From an optimization exercise on the open Yosys and OpenROAD flow, aimed at small area, a short achievable clock period and few clock cycles; shortcuts taken in it are not production practice. In this exercise RTL edits were held to simulation tests only and were not proved equivalent to the original. Power and IR drop assume default switching activity.

File: flow/config.mk
export PLATFORM = sky130hd
export DESIGN_NAME = uart_codec
export DESIGN_NICKNAME = uart_codec
export VERILOG_FILES = /design/flow/design.v
export SDC_FILE = /design/flow/constraint.sdc
export NUM_CORES = 4
export LEC_CHECK = 0
export CAP_MARGIN = 20
export CORE_MARGIN = 2
export CORE_UTILIZATION = 40
export SLEW_MARGIN = 20
File: flow/design.v
module uart_codec #(
    parameter MAXW  = 32,            
    parameter MAXF  = MAXW + 3,      
    parameter LENW  = 6,             
    parameter PROBW = 16,            
    parameter BAUDW = 24,
    parameter NBW   = 16
) (
    input  wire              clk,
    input  wire              rst,
    input  wire              cmd_valid,
    input  wire [3:0]        cmd_op,
    output wire              cmd_ready,
    input  wire [MAXW-1:0]   din,
    input  wire [LENW-1:0]   frame_in_len,
    input  wire [MAXF-1:0]   frame_in,
    input  wire [LENW-1:0]   cfg_in_w,
    input  wire [1:0]        cfg_in_pm,
    input  wire [BAUDW-1:0]  cfg_in_baud,
    input  wire              cfg_in_inj,
    input  wire [PROBW-1:0]  cfg_in_prob,
    input  wire [NBW-1:0]    cfg_in_nb,
    output wire              rnd_req,
    output wire              rnd_kind,       
    input  wire              rnd_valid,
    input  wire [MAXW-1:0]   rnd_ans,
    output reg  [2:0]        status_out,
    output reg               ready_out,
    output reg  [LENW-1:0]   cfg_w,
    output reg  [1:0]        cfg_pm,
    output reg  [BAUDW-1:0]  cfg_baud,
    output reg               cfg_inj,
    output reg  [PROBW-1:0]  cfg_prob,
    output reg  [NBW-1:0]    cfg_nb,
    output reg               cfg_valid,
    output reg  [LENW-1:0]   enc_len,
    output reg  [MAXF-1:0]   enc_bits,
    output reg               par_out,
    output reg  [MAXW-1:0]   dec_value,
    output reg               dec_fe,
    output reg               dec_pe,
    output reg  [LENW-1:0]   tx_wire_len,
    output reg  [MAXF-1:0]   tx_wire_bits,
    output reg  [LENW-1:0]   rx_seq_len,
    output reg  [MAXF-1:0]   rx_seq_bits,
    output reg  [LENW-1:0]   rx_elapsed,
    output reg               ev_valid,
    output reg               ev_kind,        
    output reg  [LENW-1:0]   ev_bit_index,
    output reg               ev_bit_value,
    output reg  [NBW-1:0]    ev_byte_index,
    output reg  [MAXW-1:0]   ev_sent_value,
    output reg  [MAXW-1:0]   ev_recv_value,
    output reg               ev_fe,
    output reg               ev_pe,
    output reg  [LENW-1:0]   ev_elapsed
);
    localparam [3:0] OP_CONFIGURE   = 4'h1,
                     OP_ENCODE      = 4'h2,
                     OP_DECODE      = 4'h3,
                     OP_CALC_PARITY = 4'h4,
                     OP_TRANSMIT    = 4'h5,
                     OP_RECEIVE     = 4'h6,
                     OP_WAIT_READY  = 4'h7,
                     OP_RUN         = 4'h8;
    localparam [2:0] ST_OK          = 3'b000,
                     ST_INVALID_CFG = 3'b001,
                     ST_SHAPE       = 3'b010,
                     ST_ILLEGAL     = 3'b011,
                     ST_NOT_CFG     = 3'b100;
    localparam [1:0] PM_NONE = 2'b00,
                     PM_EVEN = 2'b01,
                     PM_ODD  = 2'b10;
    localparam [3:0] PH_IDLE      = 4'd0,
                     PH_POLL      = 4'd1,
                     PH_TX        = 4'd2,
                     PH_RX        = 4'd3,
                     PH_R_DRAW    = 4'd4,
                     PH_R_ENCODE  = 4'd5,
                     PH_R_POLL    = 4'd6,
                     PH_R_TX      = 4'd7,
                     PH_R_RXBEGIN = 4'd8,
                     PH_R_RX      = 4'd9,
                     PH_R_DECODE  = 4'd10,
                     PH_R_REPORT  = 4'd11;
    localparam [PROBW-1:0] PROB_ONE = 10000;
    function [MAXW-1:0] trunc_w;
        input [MAXW-1:0]  v;
        input [LENW-1:0]  w;
        integer i;
        begin
            for (i = 0; i < MAXW; i = i + 1)
                trunc_w[i] = (i < w) ? v[i] : 1'b0;
        end
    endfunction
    function parity_bit;
        input [MAXW-1:0]  v;
        input [LENW-1:0]  w;
        input [1:0]       pm;
        begin
            parity_bit = (^trunc_w(v, w)) ^ (pm == PM_ODD);
        end
    endfunction
    function [LENW-1:0] frame_len;
        input [LENW-1:0]  w;
        input [1:0]       pm;
        begin
            frame_len = w + 2 + (pm != PM_NONE);
        end
    endfunction
    function [MAXF-1:0] encode_frame;
        input [MAXW-1:0]  v;
        input [LENW-1:0]  w;
        input [1:0]       pm;
        reg   [MAXW-1:0]  d;
        integer k;
        begin
            d = trunc_w(v, w);
            encode_frame = {MAXF{1'b0}};
            for (k = 0; k < MAXW; k = k + 1)
                encode_frame[k+1] = d[k];
            for (k = 1; k < MAXF; k = k + 1) begin
                if (k == w + 1)
                    encode_frame[k] = (pm != PM_NONE) ? parity_bit(d, w, pm) : 1'b1;
                else if (k == w + 2)
                    encode_frame[k] = (pm != PM_NONE);
            end
        end
    endfunction
    function [MAXW-1:0] frame_value;
        input [MAXF-1:0]  s;
        input [LENW-1:0]  w;
        begin
            frame_value = trunc_w(s[MAXW:1], w);
        end
    endfunction
    function frame_fe;
        input [MAXF-1:0]  s;
        input [LENW-1:0]  w;
        input [1:0]       pm;
        begin
            frame_fe = ~s[frame_len(w, pm) - 1];
        end
    endfunction
    function frame_pe;
        input [MAXF-1:0]  s;
        input [LENW-1:0]  w;
        input [1:0]       pm;
        begin
            if (pm == PM_NONE)
                frame_pe = 1'b0;
            else
                frame_pe = s[w + 1] ^ parity_bit(frame_value(s, w), w, pm);
        end
    endfunction
    reg [3:0]       phase;
    reg [LENW-1:0]  bit_idx;
    reg [NBW-1:0]   byte_idx;
    reg [MAXW-1:0]  cur_value;
    reg [MAXF-1:0]  tx_buf;
    reg [LENW-1:0]  tx_buf_len;
    reg [MAXF-1:0]  rx_buf;
    reg [LENW-1:0]  rx_buf_len;
    assign cmd_ready = (phase == PH_IDLE);
    wire in_tx   = (phase == PH_TX) || (phase == PH_R_TX);
    assign rnd_req  = (phase == PH_R_DRAW) || (in_tx && cfg_inj);
    assign rnd_kind = in_tx;
    wire draw_taken = rnd_req && rnd_valid;
    wire inj_flip = cfg_inj && (rnd_ans[PROBW-1:0] < cfg_prob);
    wire tx_bit  = tx_buf[bit_idx] ^ inj_flip;
    wire [LENW-1:0] bit_next = bit_idx + 1'b1;
    wire cfg_ok = (cfg_in_w >= 1) && (cfg_in_w <= MAXW) &&
                  (cfg_in_pm != 2'b11) && (cfg_in_baud != 0) &&
                  (cfg_in_prob <= PROB_ONE);
    wire shape_ok = (frame_in_len == frame_len(cfg_w, cfg_pm));
    wire [LENW-1:0] cur_len = frame_len(cfg_w, cfg_pm);
    wire [MAXF-1:0] din_frame    = encode_frame(din, cfg_w, cfg_pm);
    wire            din_parity   = parity_bit(din, cfg_w, cfg_pm);
    wire [MAXF-1:0] cur_frame    = encode_frame(cur_value, cfg_w, cfg_pm);
    wire [MAXW-1:0] fin_value    = frame_value(frame_in, cfg_w);
    wire            fin_fe       = frame_fe(frame_in, cfg_w, cfg_pm);
    wire            fin_pe       = frame_pe(frame_in, cfg_w, cfg_pm);
    wire [MAXW-1:0] rxs_value    = frame_value(rx_seq_bits, cfg_w);
    wire            rxs_fe       = frame_fe(rx_seq_bits, cfg_w, cfg_pm);
    wire            rxs_pe       = frame_pe(rx_seq_bits, cfg_w, cfg_pm);
    wire [MAXF-1:0] bit_sel      = {{(MAXF-1){1'b0}}, 1'b1} << bit_idx;
    wire [MAXF-1:0] tx_wire_next = (tx_wire_bits & ~bit_sel) | ({MAXF{tx_bit}} & bit_sel);
    wire [MAXF-1:0] rx_seq_next  = (rx_seq_bits & ~bit_sel) | (rx_buf & bit_sel);
    always @(posedge clk) begin
        ev_valid <= 1'b0;
        if (rst) begin
            phase        <= PH_IDLE;
            bit_idx      <= 0;
            byte_idx     <= 0;
            cur_value    <= 0;
            tx_buf       <= 0;
            tx_buf_len   <= 0;
            rx_buf       <= 0;
            rx_buf_len   <= 0;
            status_out   <= ST_OK;
            ready_out    <= 1'b1;
            cfg_w        <= 8;
            cfg_pm       <= PM_EVEN;
            cfg_baud     <= 9600;
            cfg_inj      <= 1'b1;
            cfg_prob     <= 500;             
            cfg_nb       <= 5;
            cfg_valid    <= 1'b1;
            enc_len      <= 0;
            enc_bits     <= 0;
            par_out      <= 1'b0;
            dec_value    <= 0;
            dec_fe       <= 1'b0;
            dec_pe       <= 1'b0;
            tx_wire_len  <= 0;
            tx_wire_bits <= 0;
            rx_seq_len   <= 0;
            rx_seq_bits  <= 0;
            rx_elapsed   <= 0;
            ev_valid     <= 1'b0;
            ev_kind      <= 1'b0;
            ev_bit_index <= 0;
            ev_bit_value <= 1'b0;
            ev_byte_index <= 0;
            ev_sent_value <= 0;
            ev_recv_value <= 0;
            ev_fe        <= 1'b0;
            ev_pe        <= 1'b0;
            ev_elapsed   <= 0;
        end else begin
            case (phase)
            PH_IDLE: if (cmd_valid) begin
                if (cmd_op < OP_CONFIGURE || cmd_op > OP_RUN) begin
                    status_out <= ST_ILLEGAL;
                end else if (cmd_op == OP_CONFIGURE) begin
                    if (cfg_ok) begin
                        cfg_w      <= cfg_in_w;
                        cfg_pm     <= cfg_in_pm;
                        cfg_baud   <= cfg_in_baud;
                        cfg_inj    <= cfg_in_inj;
                        cfg_prob   <= cfg_in_prob;
                        cfg_nb     <= cfg_in_nb;
                        cfg_valid  <= 1'b1;
                        status_out <= ST_OK;
                    end else begin
                        cfg_valid  <= 1'b0;
                        status_out <= ST_INVALID_CFG;
                    end
                end else if (cmd_op == OP_WAIT_READY) begin
                    if (ready_out)
                        status_out <= ST_OK;
                    else
                        phase <= PH_POLL;
                end else if (!cfg_valid) begin
                    status_out <= ST_NOT_CFG;
                end else begin
                    case (cmd_op)
                    OP_ENCODE: begin
                        enc_bits   <= din_frame;
                        enc_len    <= cur_len;
                        status_out <= ST_OK;
                    end
                    OP_DECODE: begin
                        if (shape_ok) begin
                            dec_value  <= fin_value;
                            dec_fe     <= fin_fe;
                            dec_pe     <= fin_pe;
                            status_out <= ST_OK;
                        end else begin
                            status_out <= ST_SHAPE;
                        end
                    end
                    OP_CALC_PARITY: begin
                        par_out    <= din_parity;
                        status_out <= ST_OK;
                    end
                    OP_TRANSMIT: begin
                        tx_buf       <= frame_in;
                        tx_buf_len   <= frame_in_len;
                        tx_wire_bits <= 0;
                        tx_wire_len  <= 0;
                        bit_idx      <= 0;
                        if (frame_in_len == 0)
                            status_out <= ST_OK;
                        else
                            phase <= PH_TX;
                    end
                    OP_RECEIVE: begin
                        rx_buf      <= frame_in;
                        rx_buf_len  <= frame_in_len;
                        rx_seq_bits <= 0;
                        rx_seq_len  <= 0;
                        bit_idx     <= 0;
                        if (frame_in_len == 0) begin
                            rx_elapsed <= 0;
                            status_out <= ST_OK;
                        end else begin
                            phase <= PH_RX;
                        end
                    end
                    default: begin  
                        byte_idx <= 0;
                        if (cfg_nb == 0)
                            status_out <= ST_OK;
                        else
                            phase <= PH_R_DRAW;
                    end
                    endcase
                end
            end
            PH_POLL: if (ready_out) begin
                status_out <= ST_OK;
                phase      <= PH_IDLE;
            end
            PH_TX, PH_R_TX: if (!cfg_inj || draw_taken) begin
                tx_wire_bits <= tx_wire_next;
                tx_wire_len  <= bit_next;
                ev_valid     <= 1'b1;
                ev_kind      <= 1'b0;
                ev_bit_index <= bit_idx;
                ev_bit_value <= tx_bit;
                bit_idx      <= bit_next;
                if (bit_next == tx_buf_len) begin
                    if (phase == PH_TX) begin
                        status_out <= ST_OK;
                        phase      <= PH_IDLE;
                    end else begin
                        phase      <= PH_R_RXBEGIN;
                    end
                end
            end
            PH_RX, PH_R_RX: begin
                rx_seq_bits <= rx_seq_next;
                rx_seq_len <= bit_next;
                bit_idx    <= bit_next;
                if (bit_next == rx_buf_len) begin
                    rx_elapsed <= rx_buf_len;
                    if (phase == PH_RX) begin
                        status_out <= ST_OK;
                        phase      <= PH_IDLE;
                    end else begin
                        phase      <= PH_R_DECODE;
                    end
                end
            end
            PH_R_DRAW: if (draw_taken) begin
                cur_value <= rnd_ans;
                phase     <= PH_R_ENCODE;
            end
            PH_R_ENCODE: begin
                tx_buf     <= cur_frame;
                tx_buf_len <= cur_len;
                enc_bits   <= cur_frame;
                enc_len    <= cur_len;
                phase      <= PH_R_POLL;
            end
            PH_R_POLL: if (ready_out) begin
                tx_wire_bits <= 0;
                tx_wire_len  <= 0;
                bit_idx      <= 0;
                phase        <= PH_R_TX;
            end
            PH_R_RXBEGIN: begin
                ready_out   <= 1'b0;
                rx_buf      <= tx_wire_bits;
                rx_buf_len  <= tx_wire_len;
                rx_seq_bits <= 0;
                rx_seq_len  <= 0;
                bit_idx     <= 0;
                phase       <= PH_R_RX;
            end
            PH_R_DECODE: begin
                if (rx_seq_len == cur_len) begin
                    dec_value <= rxs_value;
                    dec_fe    <= rxs_fe;
                    dec_pe    <= rxs_pe;
                    phase     <= PH_R_REPORT;
                end else begin
                    status_out <= ST_SHAPE;
                    phase      <= PH_IDLE;
                end
                ready_out <= 1'b1;
            end
            PH_R_REPORT: begin
                ev_valid      <= 1'b1;
                ev_kind       <= 1'b1;
                ev_byte_index <= byte_idx;
                ev_sent_value <= cur_value;
                ev_recv_value <= dec_value;
                ev_fe         <= dec_fe;
                ev_pe         <= dec_pe;
                ev_elapsed    <= rx_elapsed;
                byte_idx      <= byte_idx + 1'b1;
                if (byte_idx + 1'b1 < cfg_nb) begin
                    phase <= PH_R_DRAW;
                end else begin
                    status_out <= ST_OK;
                    phase      <= PH_IDLE;
                end
            end
            default: phase <= PH_IDLE;
            endcase
        end
    end
endmodule
File: flow/constraint.sdc
create_clock -name core_clock -period 6.0 [get_ports {clk}]
set_input_delay 1.2000 -clock core_clock [delete_from_list [all_inputs] [get_ports {clk}]]
set_output_delay 1.2000 -clock core_clock [all_outputs]
set_load 0.01 [all_outputs]
File: flow/run.sh
#!/bin/bash
# synth_recipe.tcl (not shown) runs the flow's synth.tcl, then flattens the netlist and writes it again
# the make line also repeats each setting of config.mk as NAME=value (left out here)
make -C /OpenROAD-flow-scripts/flow DESIGN_CONFIG=/design/flow/config.mk WORK_HOME=/design/flow/orfs CLKGATE_MAP_FILE= SYNTH_SCRIPT=/design/flow/synth_recipe.tcl finish
==> impl_metrics.xml <==
<?xml version="1.0" encoding="UTF-8"?>
<metrics>
  <group name="run_status">
    <metric name="outcome" unit="">complete, no violations</metric>
  </group>
  <group name="final_layout">
    <metric name="drive_gt1_share" unit="%">6.91</metric>
    <metric name="regArea" unit="um2">9420</metric>
    <metric name="area_of_the_multi_input_gates" unit="um2">15300</metric>
    <metric name="antenna_fix_cells" unit="">0</metric>
    <metric name="finalInstanceArea" unit="um2">33600</metric>
    <metric name="final_net_count" unit="">4043</metric>
    <metric name="area_delta_synth_final" unit="%">29.9</metric>
    <metric name="nFillCells" unit="">6293</metric>
  </group>
  <group name="clocking">
    <metric name="clk_latency" unit="ps">630</metric>
    <metric name="numClockSinks" unit="">470</metric>
    <metric name="cts_htree_levels" unit="">2</metric>
    <metric name="cts.repair.resized" unit="">0</metric>
    <metric name="ctsHoldBuffers" unit="">0</metric>
    <metric name="cts_buffer_depth" unit="">3</metric>
    <metric name="cts_inserted_buffers" unit="">52</metric>
    <metric name="cts_root_buf" unit="">clkbuf_16</metric>
    <metric name="tritoncts" unit="">built</metric>
    <metric name="cts.clk_slew.worst_paths" unit="ps">60</metric>
    <metric name="cts_post_setup_buffers_inserted" unit="">0</metric>
  </group>
  <group name="setup_path">
    <metric name="crit_cells" unit="">13</metric>
    <metric name="cpPeakStageDelay" unit="ps">970</metric>
    <metric name="timing.critical_path.cells" unit="">nand2_1 &gt; buf_4 &gt; a21oi_1 &gt; nand2_1 &gt; xor2_1 &gt; xnor2_1 &gt; xnor2_2 &gt; xnor3_1 &gt; mux2_4 &gt; nor3_1 &gt; a2111oi_0 &gt; buf_4 &gt; o41ai_1</metric>
    <metric name="r2r_cells" unit="">13</metric>
    <metric name="path_delay_family" unit="">compound AO/OA/AOI/OAI gates</metric>
    <metric name="worst_setup_path_start_kind" unit="">flip-flop</metric>
    <metric name="setup.worst_path.end_class" unit="">flip-flop</metric>
    <metric name="worstPathBufferInverterCount" unit="">2</metric>
    <metric name="worst_r2r_startpoint" unit="">cfg_w[1]</metric>
    <metric name="critical_path_required_time" unit="ps">6460</metric>
    <metric name="critical_path.slowest_cell" unit="">dfxtp_2</metric>
    <metric name="setup.worst_path.class" unit="">flip-flop to flip-flop</metric>
    <metric name="r2r-end" unit="">tx_buf[9]</metric>
    <metric name="critPathArrivalTime" unit="ps">5570</metric>
    <metric name="regToRegSetupSlack" unit="ps">880</metric>
    <metric name="critPathMaxFanout" unit="">42</metric>
  </group>
  <group name="yosys">
    <metric name="synth_fp_nets" unit="">3653</metric>
    <metric name="synth_edf_count" unit="">0</metric>
    <metric name="syn_inst" unit="">3433</metric>
    <metric name="avgSynthCellArea" unit="um2">7.54</metric>
    <metric name="synthDistinctLibCells" unit="">73</metric>
    <metric name="yosys_warnings" unit="">1</metric>
    <metric name="yosysTopAreaCellShare" unit="%">36.4</metric>
    <metric name="ys.flop_type" unit="">dfxtp_1</metric>
    <metric name="postSynth.asyncResetShare" unit="%">0</metric>
    <metric name="synth.largest_area_cell" unit="">dfxtp_1</metric>
    <metric name="synth_area_leaders" unit="">dfxtp_1, nand2_1, a21oi_1, nor2_1, mux4_2</metric>
    <metric name="ys_seq_area_share" unit="%">36.4</metric>
    <metric name="synth.ff_latch_count" unit="">470</metric>
    <metric name="mappedNetlistArea" unit="um2">25900</metric>
  </group>
  <group name="timing">
    <metric name="worst-slew-pin-transition" unit="ps">1110</metric>
    <metric name="final-setup-viol-count" unit="">0</metric>
    <metric name="post-route-period-util" unit="%">85.3</metric>
    <metric name="finalWorstPathRequiredPeriod" unit="ps">5120</metric>
    <metric name="fin_tns_setup" unit="ps">0</metric>
    <metric name="hold_viol" unit="">0</metric>
    <metric name="timing.final.max_slew_violations" unit="">0</metric>
    <metric name="grt_setup_unrepaired" unit="">false</metric>
    <metric name="fmaxAchievable" unit="MHz">195</metric>
    <metric name="finClkSkew" unit="ps">28.0</metric>
    <metric name="relSlewSlack" unit="%">25.0</metric>
  </group>
  <group name="place">
    <metric name="finalWeightedCongestion" unit="">1.09</metric>
    <metric name="port_buffers" unit="">510</metric>
    <metric name="postPlaceCellArea" unit="um2">31900</metric>
    <metric name="dp.final_hpwl" unit="um">91100</metric>
  </group>
  <group name="detailed_routing">
    <metric name="finalWirelength" unit="um">124000</metric>
    <metric name="drtIter0Drc" unit="">3324</metric>
    <metric name="detail_route.drc_violations" unit="">0</metric>
    <metric name="detail-route-antenna-nets" unit="">0</metric>
    <metric name="avgViaCountPerCell" unit="">5.91</metric>
    <metric name="drtPass1Iterations" unit="">6</metric>
    <metric name="detailroute.via_count" unit="">27885</metric>
    <metric name="wl_per_cell" unit="um">26.2</metric>
  </group>
  <group name="global_route">
    <metric name="first_global_vias" unit="">25846</metric>
    <metric name="grt_first_pass_wirelength" unit="um">177000</metric>
    <metric name="grt_start_max_net_pins" unit="">124</metric>
    <metric name="antenna_found_initial" unit="">4</metric>
    <metric name="grt_overflow" unit="">0</metric>
    <metric name="grtUsageTotal" unit="%">35.3</metric>
  </group>
  <group name="power">
    <metric name="power.share.combinational" unit="%">24.9</metric>
    <metric name="total_leakage_power" unit="nW">11.6</metric>
    <metric name="swShare" unit="%">33.9</metric>
    <metric name="power.net_switching" unit="mW">3.07</metric>
    <metric name="power_density" unit="nW/um2">270</metric>
    <metric name="power_consumption" unit="mW">9.06</metric>
    <metric name="peak_supply_drop" unit="mV">0.271</metric>
    <metric name="sequential_share_of_power" unit="%">38.7</metric>
    <metric name="power.internal" unit="mW">5.99</metric>
    <metric name="clkPwrFrac" unit="%">36.3</metric>
  </group>
  <group name="min_path">
    <metric name="hold_path_class" unit="">flip-flop to flip-flop</metric>
    <metric name="hp-start" unit="">enc_bits[25]</metric>
    <metric name="timing.hold.worst_path_depth" unit="">2</metric>
    <metric name="hold_critical_path_endpoint" unit="">enc_bits[25]</metric>
  </group>
  <group name="run">
    <metric name="cap_violations" unit="">0</metric>
  </group>
  <group name="floorplan">
    <metric name="num_rows" unit="">93</metric>
    <metric name="fp.dieW" unit="um">258</metric>
    <metric name="initial_core_util" unit="%">40.3</metric>
    <metric name="floorplan.core_area" unit="um2">64200</metric>
    <metric name="die_h" unit="um">258</metric>
    <metric name="num_io_pins" unit="">512</metric>
    <metric name="die_area" unit="um2">66700</metric>
  </group>
</metrics>
## through the flow
stage,setup slack [ps],instances,hold slack [ps],utilization (%)
global placement,1030,4624,435,49.6
CTS,1120,4718,447,52.3
detailed placement,1160,4624,439,49.6
floorplan,1330,3433,429,-
finish,882,4718,445,52.3
global route,777,4718,465,52.3
## routing by layer
| metal | vias up | GRT usage (%) | routed length (um) |
|---|---|---|---|
| met5 | - | 0 | 37 |
| met4 | 6 | 16.5 | 6640 |
| met3 | 318 | 8.41 | 12500 |
| met2 | 1555 | 54.5 | 54100 |
| met1 | 13234 | 46.8 | 50200 |
| li1 | 12772 | - | - |
## kinds of logic (layout without fill, tap and decap cells)
kind of cell | Yosys count | in the layout | share of synthesized area, %
AO/OA/AOI/OAI | 845 | 845 | 19.8
XOR/XNOR | 160 | 160 | 5.71
adder cells (fa/ha/maj) | 44 | 44 | 2.11
buffers and inverters | 321 | 751 | 4.86
flip-flops | 470 | 470 | 36.4
multiplexers | 108 | 108 | 6.34
other | 1 | 1 | 0.0145
AND/OR/NAND/NOR | 1484 | 1484 | 24.8
## state kept, by name (all words and copies together) (netlist names), 16 cells and up
register / count
rx_seq_bits: 35
ev_recv_value: 32
byte_idx: 16
cfg_baud: 24
enc_bits: 34
dec_value: 32
cur_value: 32
tx_wire_bits: 35
cfg_nb: 16
ev_sent_value: 32
rx_buf: 35
tx_buf: 35
ev_byte_index: 16
cfg_prob: 16
## worst register-to-register path, stage by stage, from the launching register on
cell and delay, ps:
dfxtp_2 970, nand2_1 170, buf_4 250, a21oi_1 540
nand2_1 250, xor2_1 220, xnor2_1 300, xnor2_2 170
xnor3_1 340, mux2_4 500, nor3_1 120, a2111oi_0 770
buf_4 300, o41ai_1 90
## power by group through the flow
stage          Sequential [mW]  Clock [mW]  Combinational, mW
2_1_floorplan             3.48           0               1.38
3_3_place_gp              3.57           0               2.19
3_5_place_dp              3.57           0               2.19
4_1_cts                   3.50        3.32               2.21
5_1_grt                   3.52        3.46               2.40
6_report                  3.51        3.29               2.26
## cells in the final DEF (no fill, tap or decap), drive strengths merged, types with 42 or more instances in the layout
| cell type | instances |
|---|---|
| nand2 | 736 |
| clkdlybuf4s50 | 509 |
| dfxtp | 470 |
| a21oi | 408 |
| nor2 | 339 |
| o21ai | 145 |
| nor3 | 108 |
| nand3 | 101 |
| xnor2 | 99 |
| buf | 96 |
| clkbuf | 75 |
| mux2i | 60 |
| xor2 | 56 |
| inv | 53 |
| a311oi | 48 |
| mux4 | 44 |
| a211oi | 43 |
| ha | 42 |
## final cells by class
cell class / count / share of cell area (%)
multi-input combinational: 2642 / 45.6
sequential: 470 / 28.0
timing repair buffer: 605 / 17.4
clock buffer: 75 / 4.49
tap: 855 / 3.18
clock inverter: 19 / 0.693
inverter: 52 / 0.581
## synth_stat cells, types with 12 or more instances
library cell  count
nand2_1         736
dfxtp_1         470
a21oi_1         408
nor2_1          339
clkbuf_1        221
o21ai_0         133
nor3_1          108
nand3_1         101
xnor2_1          98
mux2i_1          60
xor2_1           56
inv_1            51
a311oi_1         48
mux4_2           44
a211oi_1         43
ha_1             42
and3_1           36
nor3b_1          29
buf_1            27
a221oi_1         22
nor4_1           22
a21o_1           21
nand4_1          21
nor2b_1          21
a31oi_1          20
o211ai_1         19
a22oi_1          17
nand3b_1         16
buf_2            15
nand2b_1         15
a211o_1          14
o41ai_1          14
or2_2            13
o21a_1           12
o21ai_1          12
## worst max-delay path by stage
stage | slack, ps | startpoint | end
after floorplan | 1330 | cfg_w[1] | dec_value[10]
final | 880 | cfg_w[1] | tx_buf[9]
after global routing | 780 | cfg_w[1] | dec_value[19]
after CTS | 1120 | cfg_w[1] | enc_bits[21]
after detailed placement | 1160 | cmd_op[0] | cfg_prob[7]
after global placement | 1030 | cmd_op[0] | cfg_prob[7]
Testbench counts, summed over its fixed seeds: cycles 67,486.

==> port drivers added, routing unchanged <==
The results above use ideal ports. As a check the final layout listed here was re-extracted and re-timed, cells and wires unchanged.
Step 1 assumes that a clkbuf_16 drives the clock port and a buf_2 every other input.
Step 2 also shifts input and output timing later by t, the mid clock arrival at the registers, as if the neighbouring blocks saw the same clock.
a / b / c = no drivers / after step 1 / after step 2; a / b = the first two.
shift t [ns]: 0.679
slack for setup (ns): 0.882 / 0.882 / 0.882
slew at the worst register clock pin (ns): 0.07 / 0.07
worst data-port slew with drivers (ns): 0.10
After both steps setup and hold are still met in this run. For this run, drivers alone change the setup slack by 0.000 ns; drivers and shift together by 0.000 ns.
